What follows belongs to an exercise in optimizing a design on an open flow for a short achievable clock period and few clock cycles; a production flow would make more cautious choices.
At most, simulation tests tie the RTL to the original design; equivalence was not proved.
Power figures rest on the tool's default switching activity, not on a simulated workload.

Setup of v6:
Design rmap, start of the top module:
module rmap (
    input             clk,
    input             rst,
    input             cmd_valid,
    output            cmd_ready,
    input      [31:0] cmd_word,
    input      [31:0] cmd_data,
    output            rsp_valid,
    input             rsp_ready,
    output reg [3:0]  rsp_status,
    output     [31:0] rsp_rdata,
    output reg [1:0]  rsp_ebank,
    output reg [6:0]  rsp_eaddr,
    output reg [7:0]  rsp_esel,
    output reg [31:0] rsp_estatus,
    output            bus_req_valid,
    input             bus_req_ready,
    output            bus_req_write,
    output     [6:0]  bus_req_addr,
    output     [7:0]  bus_req_sel,
    output     [15:0] bus_req_wdata,
    input             bus_rsp_valid,
    input      [15:0] bus_rsp_rdata,
    input      [31:0] bus_rsp_status
);
    localparam [3:0] ST_OK          = 4'd0;
    localparam [3:0] ST_TRANSPORT   = 4'd1;
    localparam [3:0] ST_INVALID_SEL = 4'd2;
    localparam [3:0] ST_UNSUPPORTED = 4'd3;
  ...
Size: ~930 cells after synthesis, about 210 flip-flops, roughly 9700 um2 of cells after synthesis.
clock: 6.0 ns
lec_check: 0
cap_margin: 20
core_margin: 2
core_utilization: 40
place_density: 0.6
setup_slack_margin: 3
slew_margin: 20
standard.sh (not shown) runs the stock make flow with config.mk's settings and CLKGATE_MAP_FILE= SYNTH_SCRIPT=/design/flow/synth_recipe.tcl, a recipe that flattens the netlist after the stock synthesis.
==> flow/flow/run.sh <==
#!/bin/bash
# Standard layout (the standard.sh), with the port buffers made of
# sky130_fd_sc_hd__buf_8 cells instead of the default delay-buffer cells.
export BUFFER_PORTS_ARGS="-buffer_cell sky130_fd_sc_hd__buf_8"
bash standard.sh > standard_run.log 2>&1
The inputs of v7 differ from those of v6 as listed below.
--- a/flow/design.v
+++ b/flow/design.v
@@ -39,18 +39,19 @@
     reg        c_mux;        
     reg        c_set;        
     reg        c_gm;         
     reg        c_gp;         
     reg        c_rw;         
     reg        c_get;        
     reg        c_blast;      
     reg [7:0]  c_idx;        
     reg [3:0]  c_f1h;        
+    reg        c_pol;        
     reg [15:0] c_rfw;        
     reg [31:0] hm;           
     reg        q_b, q_wr;
     reg [1:0]  q_k;
     reg [7:0]  q_sel;
     reg        cur_b, cur_last;
     reg [1:0]  cur_k;
     reg [7:0]  cur_sel;
     reg [15:0] w_pass;       
@@ -85,32 +86,30 @@
     wire       d_b     = d_bankop ? bank[1] : (d_muxm ? 1'b0 : idx[4]);
     wire [1:0] d_k     = d_port ? idx[3:2] : 2'd0;
     wire [7:0] d_sel   = d_raw ? idx : {6'b000100, d_k};
     wire       d_blast = d_bankop ? bank[1] : (d_muxm ? 1'b1 : idx[4]);
     wire [15:0] d_rf   = d_mask ? (16'h1111 << f) : (16'd1 << {idx[1:0], f});
     wire cmd_acc   = st_idle && cmd_valid;
     wire acc_ok    = cmd_acc && d_legal;
     wire acc_bad   = cmd_acc && !d_legal;
     wire rsp_ok    = bus_rsp_valid && !bus_rsp_status[31];
-    wire live_req  = st_out && !cur_last && rsp_ok;
-    wire live_rsp  = st_out && cur_last && !c_get && rsp_ok;
+    wire live_req  = out_nl && rsp_ok;
+    wire live_rsp  = out_l && rsp_ok;
     wire err       = st_out && bus_rsp_valid && bus_rsp_status[31];
     wire get_done  = st_out && cur_last && c_get && rsp_ok;
-    assign bus_req_valid = st_req || (out_nl && bus_rsp_valid && !bus_rsp_status[31]);
-    assign rsp_valid     = st_rsp || (out_l && bus_rsp_valid && !bus_rsp_status[31]);
-    wire   req_v     = st_req || live_req;
-    wire   rsp_v     = st_rsp || live_rsp;
-    wire   take      = req_v && bus_req_ready;
-    wire   rsp_taken = rsp_v && rsp_ready;
+    assign bus_req_valid = st_req || live_req;
+    assign rsp_valid     = st_rsp || live_rsp;
+    wire   take      = bus_req_valid && bus_req_ready;
+    wire   rsp_taken = rsp_valid && rsp_ready;
     wire ns_idle = (st_idle && !cmd_valid) || rsp_taken;
-    wire ns_req  = acc_ok || (req_v && !bus_req_ready);
+    wire ns_req  = acc_ok || (bus_req_valid && !bus_req_ready);
     wire ns_out  = take || (st_out && !bus_rsp_valid);
-    wire ns_rsp  = acc_bad || err || get_done || (rsp_v && !rsp_ready);
+    wire ns_rsp  = acc_bad || err || get_done || (rsp_valid && !rsp_ready);
     function is_last(input b, input [1:0] k, input wr, input set, input mask, input blast);
         is_last = (!set || wr) && (!mask || (k == 2'd3 && b == blast));
     endfunction
     wire q_last  = is_last(q_b, q_k, q_wr, c_set, c_mask, c_blast);
     wire nl_next = take ? q_last : cur_last;
     reg       n_b, n_wr;
     reg [1:0] n_k;
     always @(*) begin
         n_b = q_b; n_k = q_k; n_wr = 1'b0;
Results
[compare] base=v6 new=v7: proportion of cell area spent on the clock network closely matched the old numbers; area fraction in compound gates after synthesis increased 0.50 points; final design utilization shows an increase of 0.29 points; final standard cell count with taps included and fillers excluded shows a reduction of about 0.4%. v7 completed every stage of the flow, and the final layout passed the timing, DRC and antenna checks. [compare] base=v6 new=v7: footprint of the multi-input gates rose by 1.2%; total power -0.62%; period utilization went up by 0.64 points.
No functional check of the RTL was part of any run of this note.

== before ==
The RTL this note starts from:
==> flow/design.v <==
module rmap (
    input             clk,
    input             rst,
    input             cmd_valid,
    output            cmd_ready,
    input      [31:0] cmd_word,
    input      [31:0] cmd_data,
    output            rsp_valid,
    input             rsp_ready,
    output reg [3:0]  rsp_status,
    output     [31:0] rsp_rdata,
    output reg [1:0]  rsp_ebank,
    output reg [6:0]  rsp_eaddr,
    output reg [7:0]  rsp_esel,
    output reg [31:0] rsp_estatus,
    output            bus_req_valid,
    input             bus_req_ready,
    output            bus_req_write,
    output     [6:0]  bus_req_addr,
    output     [7:0]  bus_req_sel,
    output     [15:0] bus_req_wdata,
    input             bus_rsp_valid,
    input      [15:0] bus_rsp_rdata,
    input      [31:0] bus_rsp_status
);
    localparam [3:0] ST_OK          = 4'd0;
    localparam [3:0] ST_TRANSPORT   = 4'd1;
    localparam [3:0] ST_INVALID_SEL = 4'd2;
    localparam [3:0] ST_UNSUPPORTED = 4'd3;
    localparam [3:0] ST_INVALID_CMD = 4'd5;
    function [15:0] nswap(input [15:0] w);
        nswap = {w[11:8], w[15:12], w[3:0], w[7:4]};
    endfunction
    reg st_idle, st_req, st_out, st_rsp;     
    reg st_req_n, st_rsp_n;                  
    reg out_nl;              
    reg out_l;               
    reg        c_raw;        
    reg        c_mask;       
    reg        c_mux;        
    reg        c_set;        
    reg        c_gm;         
    reg        c_gp;         
    reg        c_rw;         
    reg        c_blast;      
    reg [7:0]  c_idx;        
    reg [3:0]  c_f1h;        
    reg [15:0] c_rfw;        
    reg [31:0] hm;           
    reg        q_b, q_wr;
    reg [1:0]  q_k;
    reg [7:0]  q_sel;
    reg        cur_b, cur_last;
    reg [1:0]  cur_k;
    reg [7:0]  cur_sel;
    reg [15:0] w_pass;       
    reg [15:0] w_fix;        
    reg [15:0] w_fix_n;      
    reg [1:0]  c_slot;       
    reg [31:0] racc;         
    reg [15:0] racc_n;       
    reg        e_rw;         
    reg        c_dfr;        
    wire [3:0] op   = cmd_word[3:0];
    wire [3:0] feat = cmd_word[7:4];
    wire [1:0] bank = cmd_word[9:8];
    wire [7:0] idx  = cmd_word[23:16];
    wire [1:0] f    = feat[1:0];
    wire d_rw     = (op == 4'h1);
    wire d_ww     = (op == 4'h2);
    wire d_raw    = d_rw || d_ww;
    wire d_bankop = (op >= 4'h1) && (op <= 4'h6);
    wire d_muxm   = (op == 4'h9) || (op == 4'hA);
    wire d_mask   = (op == 4'h3) || (op == 4'h4) || d_muxm;
    wire d_lport  = (op == 4'h5) || (op == 4'h6);
    wire d_mport  = (op == 4'hB) || (op == 4'hC);
    wire d_port   = d_lport || d_mport;
    wire d_set    = (op == 4'h4) || (op == 4'h6) || (op == 4'hA) || (op == 4'hC);
    wire d_pol    = (f != 2'd0);
    wire bad_res  = (op == 4'h0) || (op == 4'h7) || (op == 4'h8) || (op >= 4'hD) ||
                    (cmd_word[15:10] != 6'd0) || (cmd_word[31:25] != 7'd0);
    wire bad_bank = d_bankop && (bank != 2'd1) && (bank != 2'd2);
    wire bad_feat = (d_mask || d_port) && (feat[3:2] != 2'd0);
    wire bad_port = (d_lport && (idx[7:4] != 4'd0)) || (d_mport && (idx[7:5] != 3'd0));
    wire bad_wr   = d_set && (f != 2'd0) && (f != 2'd3);
    wire d_legal  = !(bad_res || bad_bank || bad_feat || bad_port || bad_wr);
    wire [3:0] d_code = bad_res ? ST_INVALID_CMD :
                        (bad_bank || bad_feat || bad_port) ? ST_INVALID_SEL :
                        bad_wr ? ST_UNSUPPORTED : ST_OK;
    wire       d_b     = d_bankop ? bank[1] : (d_muxm ? 1'b0 : idx[4]);
    wire [1:0] d_k     = d_port ? idx[3:2] : 2'd0;
    wire [7:0] d_sel   = d_raw ? idx : {6'b000100, d_k};
    wire       d_blast = d_bankop ? bank[1] : (d_muxm ? 1'b1 : idx[4]);
    wire [15:0] d_rf   = d_mask ? (16'h1111 << f) : (16'd1 << {idx[1:0], f});
    wire cmd_acc   = st_idle && cmd_valid;
    wire acc_ok    = cmd_acc && d_legal;
    wire acc_bad   = cmd_acc && !d_legal;
    wire rsp_ok    = bus_rsp_valid && !bus_rsp_status[31];
    wire live_req  = st_out && !cur_last && rsp_ok;
    wire live_rsp  = st_out && cur_last && !c_dfr && rsp_ok;
    wire err       = st_out && bus_rsp_valid && bus_rsp_status[31];
    wire get_done  = st_out && cur_last && c_dfr && rsp_ok;
    wire fail_n, req_n1, rsp_n1;
    rmap_inv   u_fail_n (.a(bus_rsp_status[31]), .y(fail_n));
    rmap_nand3 u_req_a  (.a(out_nl), .b(bus_rsp_valid), .c(fail_n), .y(req_n1));
    rmap_nand2 u_req_b  (.a(st_req_n), .b(req_n1), .y(bus_req_valid));
    rmap_nand3 u_rsp_a  (.a(out_l), .b(bus_rsp_valid), .c(fail_n), .y(rsp_n1));
    rmap_nand2 u_rsp_b  (.a(st_rsp_n), .b(rsp_n1), .y(rsp_valid));
    wire   req_v     = st_req || live_req;
    wire   rsp_v     = st_rsp || live_rsp;
    wire   take      = req_v && bus_req_ready;
    wire   rsp_taken = rsp_v && rsp_ready;
    wire ns_idle = (st_idle && !cmd_valid) || rsp_taken;
    wire ns_req  = acc_ok || (req_v && !bus_req_ready);
    wire ns_out  = take || (st_out && !bus_rsp_valid);
    wire ns_rsp  = acc_bad || err || get_done || (rsp_v && !rsp_ready);
    function is_last(input b, input [1:0] k, input wr, input set, input mask, input blast);
        is_last = (!set || wr) && (!mask || (k == 2'd3 && b == blast));
    endfunction
    wire q_last  = is_last(q_b, q_k, q_wr, c_set, c_mask, c_blast);
    wire nl_next = take ? q_last : cur_last;
    reg       n_b, n_wr;
    reg [1:0] n_k;
    always @(*) begin
        n_b = q_b; n_k = q_k; n_wr = 1'b0;
        if (c_set && !q_wr) begin
            n_wr = 1'b1;
        end else if (q_k == 2'd3) begin
            n_b = 1'b1; n_k = 2'd0;
        end else begin
            n_k = q_k + 2'd1;
        end
    end
    wire [7:0] n_sel = c_raw ? c_idx : {6'b000100, n_k};
    wire [15:0] L = nswap(bus_rsp_rdata);
    wire [3:0] new4;
    genvar g;
    generate
        for (g = 0; g < 4; g = g + 1) begin : g_new4
            assign new4[g] = (c_f1h[0] &  L[4*g])   | (c_f1h[1] & ~L[4*g+1]) |
                             (c_f1h[2] & ~L[4*g+2]) | (c_f1h[3] & ~L[4*g+3]);
        end
    endgenerate
    genvar gw;
    generate
        for (gw = 0; gw < 16; gw = gw + 1) begin : g_wd
            wire n1;
            rmap_nand2 ua (.a(w_pass[gw]), .b(bus_rsp_rdata[gw]), .y(n1));
            rmap_nand2 ub (.a(w_fix_n[gw]), .b(n1), .y(bus_req_wdata[gw]));
        end
    endgenerate
    genvar gj;
    generate
        for (gj = 0; gj < 16; gj = gj + 1) begin : g_rsp
            wire n1;
            rmap_nand2 ua (.a(e_rw), .b(L[gj]), .y(n1));
            rmap_nand2 ub (.a(racc_n[gj]), .b(n1), .y(rsp_rdata[gj]));
        end
    endgenerate
    assign rsp_rdata[31:16] = racc[31:16];
    wire [31:0] hm_next = cmd_acc ? ((d_mask ? (d_muxm ? cmd_data : {16'd0, cmd_data[15:0]})
                                             : {32{cmd_word[24]}}) ^ {32{d_pol}}) :
                          (take && q_wr && c_mask) ? {4'd0, hm[31:4]} : hm;
    reg [31:0] racc_next;
    always @(*) begin
        racc_next = racc;
        if (cmd_acc)
            racc_next = 32'd0;
        else if (st_out && rsp_ok) begin
            if (c_rw)
                racc_next = {16'd0, L};
            else if (c_gp)
                racc_next = {31'd0, new4[c_slot]};
            else if (c_gm)
                racc_next[{c_mux & cur_b, cur_k, 2'b00} +: 4] = new4;
        end
    end
    wire [31:0] hm_run = (take && q_wr && c_mask) ? {4'd0, hm[31:4]} : hm;
    wire [15:0] w_fix_next =
        st_idle ? nswap(cmd_data[15:0]) :
        (req_v && !bus_req_ready) ? (st_req ? w_fix :
                                     (w_fix & ~w_pass) | (bus_rsp_rdata & w_pass)) :
        c_rfw & nswap({{4{hm_run[3]}}, {4{hm_run[2]}}, {4{hm_run[1]}}, {4{hm_run[0]}}});
    always @(posedge clk) begin
        if (rst) begin
            st_idle <= 1'b1;
            st_req  <= 1'b0;
            st_req_n <= 1'b1;
            st_rsp_n <= 1'b1;
            st_out  <= 1'b0;
            st_rsp  <= 1'b0;
            out_nl  <= 1'b0;
            out_l   <= 1'b0;
        end else begin
            st_idle <= ns_idle;
            st_req  <= ns_req;
            st_req_n <= !ns_req;
            st_rsp_n <= !ns_rsp;
            st_out  <= ns_out;
            st_rsp  <= ns_rsp;
            out_nl  <= ns_out && !nl_next;
            out_l   <= ns_out && nl_next && !c_dfr;
        end
    end
    always @(posedge clk) begin
        if (cmd_acc) begin
            c_raw   <= d_raw;
            c_mask  <= d_mask;
            c_mux   <= d_muxm;
            c_set   <= d_set;
            c_gm    <= (op == 4'h3) || (op == 4'h9);
            c_gp    <= (op == 4'h5) || (op == 4'hB);
            c_rw    <= d_rw;
            c_slot  <= idx[1:0];
            c_dfr   <= (op == 4'h3) || (op == 4'h9) || (op == 4'h5) || (op == 4'hB);
            c_blast <= d_blast;
            c_idx   <= idx;
            c_f1h   <= 4'b0001 << f;
            c_rfw   <= nswap(d_rf);
        end
        hm <= hm_next;
    end
    always @(posedge clk) begin
        if (take) begin
            cur_b    <= q_b;
            cur_k    <= q_k;
            cur_sel  <= q_sel;
            cur_last <= q_last;
            q_b      <= n_b;
            q_k      <= n_k;
            q_wr     <= n_wr;
            q_sel    <= n_sel;
        end else if (cmd_acc) begin
            q_b      <= d_b;
            q_k      <= d_k;
            q_wr     <= d_ww;
            q_sel    <= d_sel;
        end
        w_pass <= ns_out ? ~c_rfw : 16'd0;
        w_fix   <= w_fix_next;
        w_fix_n <= ~w_fix_next;
    end
    always @(posedge clk) begin
        if (cmd_acc)
            e_rw <= d_rw;
        else if (ns_rsp)
            e_rw <= 1'b0;
        racc   <= racc_next;
        racc_n <= ~racc_next[15:0];
        if (cmd_acc)
            rsp_status <= d_code;
        else if (err)
            rsp_status <= ST_TRANSPORT;
        else if (!(st_rsp && !rsp_ready))
            rsp_status <= ST_OK;
        if (err) begin
            rsp_ebank   <= cur_b ? 2'd2 : 2'd1;
            rsp_eaddr   <= {5'b11000, cur_b, 1'b0};
            rsp_esel    <= cur_sel;
            rsp_estatus <= bus_rsp_status;
        end
    end
    assign cmd_ready     = st_idle;
    assign bus_req_write = q_wr;
    assign bus_req_addr  = {5'b11000, q_b, 1'b0};
    assign bus_req_sel   = q_sel;
endmodule
module rmap_inv (
    input  a,
    output y
);
    assign y = !a;
endmodule
module rmap_nand2 (
    input  a,
    input  b,
    output y
);
    assign y = !(a && b);
endmodule
module rmap_nand3 (
    input  a,
    input  b,
    input  c,
    output y
);
    assign y = !(a && b && c);
endmodule
Settings: LEC_CHECK=0, CAP_MARGIN=20, CORE_MARGIN=2, CORE_UTILIZATION=40, PLACE_DENSITY=0.6, SETUP_SLACK_MARGIN=4, SLEW_MARGIN=20, SYNTH_HIERARCHICAL=1, SYNTH_MINIMUM_KEEP_SIZE=0; clock period 6.0 ns.
Scripts as last shown in full above: flow/flow/run.sh
Testbench counts of before, summed over its fixed seeds: cycles 30,911.
--- input diff before..after ---
--- a/flow/design.v
+++ b/flow/design.v
@@ -83,12 +83,11 @@
     wire bad_feat = (d_mask || d_port) && (feat[3:2] != 2'd0);
     wire bad_port = (d_lport && (idx[7:4] != 4'd0)) || (d_mport && (idx[7:5] != 3'd0));
     wire bad_wr   = d_set && (f != 2'd0) && (f != 2'd3);
     wire d_legal  = !(bad_res || bad_bank || bad_feat || bad_port || bad_wr);
     wire [3:0] d_code = bad_res ? ST_INVALID_CMD :
-                        (bad_bank || bad_feat || bad_port) ? ST_INVALID_SEL :
-                        bad_wr ? ST_UNSUPPORTED : ST_OK;
+                        (bad_bank || bad_feat || bad_port) ? ST_INVALID_SEL : ST_UNSUPPORTED;
     wire       d_b     = d_bankop ? bank[1] : (d_muxm ? 1'b0 : idx[4]);
     wire [1:0] d_k     = d_port ? idx[3:2] : 2'd0;
     wire [7:0] d_sel   = d_raw ? idx : {6'b000100, d_k};
     wire       d_blast = d_bankop ? bank[1] : (d_muxm ? 1'b1 : idx[4]);
     wire [15:0] d_rf   = d_mask ? (16'h1111 << f) : (16'd1 << {idx[1:0], f});
@@ -173,16 +172,15 @@
                 racc_next = {31'd0, new4[c_slot]};
             else if (c_gm)
                 racc_next[{c_mux & cur_b, cur_k, 2'b00} +: 4] = new4;
         end
     end
-    wire [31:0] hm_run = (take && q_wr && c_mask) ? {4'd0, hm[31:4]} : hm;
     wire [15:0] w_fix_next =
-        st_idle ? nswap(cmd_data[15:0]) :
-        (req_v && !bus_req_ready) ? (st_req ? w_fix :
-                                     (w_fix & ~w_pass) | (bus_rsp_rdata & w_pass)) :
-        c_rfw & nswap({{4{hm_run[3]}}, {4{hm_run[2]}}, {4{hm_run[1]}}, {4{hm_run[0]}}});
+        ns_req ? (st_req  ? w_fix :
+                  st_idle ? nswap(cmd_data[15:0]) :
+                  (w_fix & ~w_pass) | (bus_rsp_rdata & w_pass)) :
+                 c_rfw & nswap({{4{hm_next[3]}}, {4{hm_next[2]}}, {4{hm_next[1]}}, {4{hm_next[0]}}});
     always @(posedge clk) begin
         if (rst) begin
             st_idle <= 1'b1;
             st_req  <= 1'b0;
             st_req_n <= 1'b1;
@@ -239,17 +237,18 @@
         w_pass <= ns_out ? ~c_rfw : 16'd0;
         w_fix   <= w_fix_next;
         w_fix_n <= ~w_fix_next;
     end
     always @(posedge clk) begin
-        if (cmd_acc)
+        if (ns_rsp) begin
+            e_rw <= 1'b0;
+        end else if (cmd_acc) begin
             e_rw <= d_rw;
-        else if (ns_rsp)
-            e_rw <= 1'b0;
+        end
         racc   <= racc_next;
         racc_n <= ~racc_next[15:0];
-        if (cmd_acc)
+        if (acc_bad)
             rsp_status <= d_code;
         else if (err)
             rsp_status <= ST_TRANSPORT;
         else if (!(st_rsp && !rsp_ready))
             rsp_status <= ST_OK;
Results
- Combinational power: after and before compared, lower one is before
- [compare] base=before new=after: flip-flop and latch count held; clock period minus worst slack went up 0.057 ns.
- Compared to before, after leaves more free space in the core.
- after vs before — effective utilization at floorplan dropped 0.63 points.
- From before to after the numbers moved as follows: maximum vdd ir drop went up; final routed wirelength across all metal layers has increased; part of the Yosys area used for sequential elements shrank by 0.33 points; switching fraction of total power rose by 0.64 points; period utilization climbed 0.94 points.
- Between before and after, the cell count went up.
The RTL of after was laid out without a check of its function.

what the ideal ports hide:
Ports are ideal in the flow. The routed layouts listed here were re-timed in OpenROAD. Step 1 sets driving cells, clkbuf_16 on the clock port and buf_2 on the other inputs (assumed; they add their load-dependent delay and slew). Step 2 moves the port delays by t, midway between the first and last clock arrival at a register: inputs arrive t later, outputs are due t later. That takes back most of the time a late clock gives input paths. Three values: ideal ports, drivers, drivers and shift; two values: the first two.
| run | shift t [ns] | setup WS [ns] | slew at the worst register clock pin (ns) | worst data-port slew with drivers (ns) | cell pins on the clock port's net |
|---|---|---|---|---|---|
| v6 | 0.557 | 3.056 / 2.996 / 2.618 | 0.06 / 0.06 | 0.08 | 1 |
| v7 | 0.553 | 3.018 / 2.954 / 2.604 | 0.06 / 0.06 | 0.09 | 1 |
| before | 0.571 | 3.198 / 3.128 / 2.782 | 0.07 / 0.07 | 0.09 | 1 |
| after | 0.581 | 3.142 / 3.141 / 2.569 | 0.07 / 0.07 | 0.10 | 1 |
After both steps every run listed still meets setup and hold. For after, which loses most, drivers alone change the setup slack by -0.001 ns; drivers and shift together by -0.573 ns.
